What follows belongs to an exercise in optimizing a design on an open flow for small area; a production flow would make more cautious choices.
Only simulation tests tie the RTL to the original design; equivalence was not proved.
The flow treats the clock pin as an ideal source, which a real chip does not have.
Power is estimated from default activity; no workload was simulated.

## exp/cedar
## graphene_core
module graphene_core (
    input  wire        clk,
    input  wire        rst,           
    input  wire        rx_valid,
    input  wire [7:0]  rx_data,
    output wire        rx_ready,
    output wire        tx_valid,
    output wire [7:0]  tx_data,
    input  wire        tx_ready,
    output wire        dir,           
    input  wire        sense_in,
    output reg         sense_out,
    output wire        dev_reset,
    output wire        ev_valid,
    output wire [1:0]  ev_kind,       
    output wire [7:0]  ev_time,
    output wire [7:0]  ev_channel,
    output wire [7:0]  ev_id,
    output wire [7:0]  ev_value,
    input  wire        ev_ready,
    input  wire        ans_handled,
    input  wire        ans_reply,
    input  wire [2:0]  ans_len,
    input  wire [31:0] ans_data
);
    localparam [3:0] S_IDLE = 4'b0000,
                     S_DEST = 4'b0001,
                     S_LEN  = 4'b0010,
                     S_CMD  = 4'b0011,
                     S_BN   = 4'b1000,
                     S_EXEC = 4'b1001,
                     S_EVT  = 4'b1010,
                     S_THDR = 4'b1101,
                     S_TLS  = 4'b1110,
                     S_TB   = 4'b1111;
    localparam [1:0] G_ERR = 2'd0, G_F = 2'd1, G_1 = 2'd2, G_7 = 2'd3;
    function [7:0] add8;
        input [7:0] a;
        input [7:0] b;
        input       ci;
        integer k;
        reg c;
        begin
            c = ci;
            for (k = 0; k < 8; k = k + 1) begin
                add8[k] = a[k] ^ b[k] ^ c;
                c = (a[k] & b[k]) | (c & (a[k] ^ b[k]));
            end
        end
    endfunction
    function [7:0] inc8;
        input [7:0] a;
        input       ci;
        integer k;
        reg c;
        begin
            c = ci;
            for (k = 0; k < 8; k = k + 1) begin
                inc8[k] = a[k] ^ c;
  ...
For scale: roughly 580 cells after synthesis, ~0.0042 mm² of cells after synthesis.
==> flow/config.mk <==
export PLATFORM = sky130hd
export DESIGN_NAME = graphene_core
export DESIGN_NICKNAME = graphene_core
export VERILOG_FILES = /design/flow/design.v
export SDC_FILE = /design/flow/constraint.sdc
export NUM_CORES = 4
export LEC_CHECK = 0
export CAP_MARGIN = 20
export CORE_MARGIN = 2
export CORE_UTILIZATION = 40
export SLEW_MARGIN = 20
==> flow/constraint.sdc <==
create_clock -name core_clock -period 8.0 [get_ports {clk}]
set_input_delay 1.6000 -clock core_clock [delete_from_list [all_inputs] [get_ports {clk}]]
set_output_delay 1.6000 -clock core_clock [all_outputs]
set_load 0.01 [all_outputs]
standard.sh (not shown) runs the stock make flow with config.mk's settings and CLKGATE_MAP_FILE= SYNTH_SCRIPT=/design/flow/synth_recipe.tcl, a recipe that flattens the netlist after the stock synthesis.
==> flow/flow/run.sh <==
#!/bin/bash
# Own layout flow: the standard synthesis, an area re-mapping of its
# combinational logic (registers untouched), then the standard ORFS steps
# with small port buffers and a small clock tree.
set -euo pipefail
W="$(cd "$(dirname "${BASH_SOURCE[0]}")/.." && pwd)"
cd "$W"
R="$W/orfs/results/$FLOW_PLATFORM/graphene_core/base"
LIB="$FLOW_HOME/platforms/$FLOW_PLATFORM/lib/sky130_fd_sc_hd__tt_025C_1v80.lib"

bash standard.sh synth > "$W/log_synth_std.txt" 2>&1
cp "$R/1_2_yosys.v" "$W/std_synth.v"

SEQ=$(grep -oE 'sky130_fd_sc_hd__(df|edf|sdf|sedf|dl)[a-z0-9_]*' "$W/std_synth.v" | sort -u | tr '\n' ' ')
DU=""
for c in $(make -s -C "$FLOW_HOME" DESIGN_CONFIG="$W/config.mk" WORK_HOME="$W/orfs" print-DONT_USE_CELLS 2>/dev/null | sed 's/^DONT_USE_CELLS: *//'); do
  DU="$DU -dont_use $c"
done

cands="b d f h"
for s in $cands; do
  ( REMAP_LIB="$LIB" REMAP_SEQ="$SEQ" REMAP_IN="$W/std_synth.v" REMAP_TOP="$FLOW_TOP" \
    REMAP_ABC="$W/flow/abc_$s.script" REMAP_DONT_USE="$DU" REMAP_OUT="$W/remap_$s.v" \
    timeout 1200 yosys -c "$W/flow/remap.tcl" > "$W/log_remap_$s.txt" 2>&1 || true ) &
done
wait

best=""
best_area=""
for s in $cands; do
  out="$W/remap_$s.v"
  [[ -f "$out.stat" && -f "$out" ]] || { echo "remap $s failed"; continue; }
  area=$(grep -oE "Chip area for module .*: [0-9.]+" "$out.stat" | awk '{print $NF}')
  echo "remap $s: $area"
  if [[ -n "$area" ]] && { [[ -z "$best_area" ]] || awk "BEGIN{exit !($area < $best_area)}"; }; then
    best="$out"; best_area="$area"
  fi
done
std_area=$(grep -oE "Chip area for module .*: [0-9.]+" "$W/orfs/reports/$FLOW_PLATFORM/graphene_core/base/synth_stat.txt" | awk '{print $NF}')
echo "standard synthesis: $std_area, best remap: $best_area ($best)"
if [[ -n "$best" ]] && awk "BEGIN{exit !($best_area < $std_area)}"; then
  cp "$best" "$R/1_2_yosys.v"
  rm -f "$R/1_synth.odb" "$R/1_synth.sdc"
  bash standard.sh synth > "$W/log_synth_odb.txt" 2>&1
fi

bash standard.sh \
  BUFFER_PORTS_ARGS="-buffer_cell sky130_fd_sc_hd__buf_1" \
  CTS_ARGS="-sink_clustering_enable -repair_clock_nets -dont_use_dummy_load -root_buf sky130_fd_sc_hd__clkbuf_8 -buf_list sky130_fd_sc_hd__clkbuf_8" \
  finish > "$W/log_finish.txt" 2>&1
Other scripts of this flow, unchanged in this note and not shown: flow/flow/abc_b.script, flow/flow/abc_d.script, flow/flow/abc_f.script, flow/flow/abc_h.script, flow/flow/remap.tcl
--- input diff exp/cedar..exp/onyx ---
- an added GPL_TIMING_DRIVEN of 0
- a change of SLEW_MARGIN from 20 to 10
- a change of CORE_UTILIZATION from 40 to 65
- a change of CAP_MARGIN from 20 to 10
--- a/flow/flow/run.sh
+++ b/flow/flow/run.sh
@@ -47,4 +47,5 @@
 bash standard.sh \
   BUFFER_PORTS_ARGS="-buffer_cell sky130_fd_sc_hd__buf_1" \
+  POST_CTS_TCL="$W/flow/post_cts.tcl" \
   CTS_ARGS="-sink_clustering_enable -repair_clock_nets -dont_use_dummy_load -root_buf sky130_fd_sc_hd__clkbuf_8 -buf_list sky130_fd_sc_hd__clkbuf_8" \
   finish > "$W/log_finish.txt" 2>&1
==> flow/flow/post_cts.tcl (new file) <==
proc my_worst_clk_slew {} {
  set worst 0
  foreach p [get_pins -hierarchical */CLK] {
    foreach rf {rise fall} {
      set s [get_property $p slew_max_$rf]
      if {$s > $worst} { set worst $s }
    }
  }
  return $worst
}
set my_lim 0.112
estimate_parasitics -placement
puts "clock slew before downsizing: [my_worst_clk_slew]"
foreach my_small {sky130_fd_sc_hd__clkbuf_4 sky130_fd_sc_hd__clkbuf_2} {
  foreach inst [get_cells *] {
    set ref [get_property $inst ref_name]
    if {![string match sky130_fd_sc_hd__clkbuf_* $ref]} continue
    if {$ref eq $my_small} continue
    if {[regexp {clkbuf_(\d+)$} $ref -> a] && [regexp {clkbuf_(\d+)$} $my_small -> b] && $b > $a} continue
    set name [get_name $inst]
    replace_cell $inst $my_small
    estimate_parasitics -placement
    if {[my_worst_clk_slew] > $my_lim} {
      replace_cell [get_cells $name] $ref
      estimate_parasitics -placement
    } else {
      puts "clock buffer $name: $ref -> $my_small"
    }
  }
}
puts "clock slew after downsizing: [my_worst_clk_slew]"
Notes after the runs:
The count of cell instances traversed by the critical path of exp/onyx is lower than that of exp/cedar. Higher wire length goes to exp/cedar over exp/onyx. Re well tap count: exp/onyx and exp/cedar aren't equal, and the lower value belongs to exp/onyx. From exp/cedar to exp/onyx the numbers moved as follows: core outline area has decreased, utilization moved up, total power decreased about 4%. met2 global-route usage came out higher on exp/onyx than on exp/cedar. Summary of the comparison: final cycle utilization of the critical path is higher in exp/onyx, relative to exp/cedar.
Input-level comparison between exp/sierra and exp/onyx:
- clearing GPL_TIMING_DRIVEN, which used to be 0
- swapping 10 for 20 in CAP_MARGIN
- swapping 10 for 20 in SLEW_MARGIN
--- a/flow/flow/run.sh
+++ b/flow/flow/run.sh
@@ -47,5 +47,4 @@
 bash standard.sh \
   BUFFER_PORTS_ARGS="-buffer_cell sky130_fd_sc_hd__buf_1" \
-  POST_CTS_TCL="$W/flow/post_cts.tcl" \
   CTS_ARGS="-sink_clustering_enable -repair_clock_nets -dont_use_dummy_load -root_buf sky130_fd_sc_hd__clkbuf_8 -buf_list sky130_fd_sc_hd__clkbuf_8" \
   finish > "$W/log_finish.txt" 2>&1
removed: flow/flow/post_cts.tcl
### Flow results
exp/sierra did not stop at any stage, and its layout met the timing, design-rule and antenna checks. exp/sierra gives more register-to-register slack than exp/onyx did. Relative to exp/onyx, final weighted congestion in routability-driven placement has increased by 8.2% in exp/sierra. Looking at total vias in the final route, exp/sierra sits 23 above exp/onyx.

separate check: timing with driven ports:
In the flow no input, the clock included, has a driving cell. The finished layouts below were timed again as built, in two steps. Step 1, drivers: a clkbuf_16 drives clk and a buf_2 each remaining input, both assumed. Step 2 times the ports against the registers' clock, not the clock port: input delays grow and output delays shrink by t, the midpoint of the rising clock arrivals with the driver on. Three values: ideal, step 1, step 2; two values: the first two.
run | t (ns) | setup WS [ns] | hold WS [ns] | worst slew at a driven data input, ns
exp/cedar | 0.373 | 1.527 / 1.527 / 1.527 | 0.489 / 0.489 / 0.489 | 0.04
exp/onyx | 0.533 | 0.740 / 0.740 / 0.740 | 0.484 / 0.484 / 0.484 | 0.05
exp/sierra | 0.369 | 1.506 / 1.506 / 1.506 | 0.484 / 0.484 / 0.484 | 0.04
After both steps every run listed still meets setup and hold.
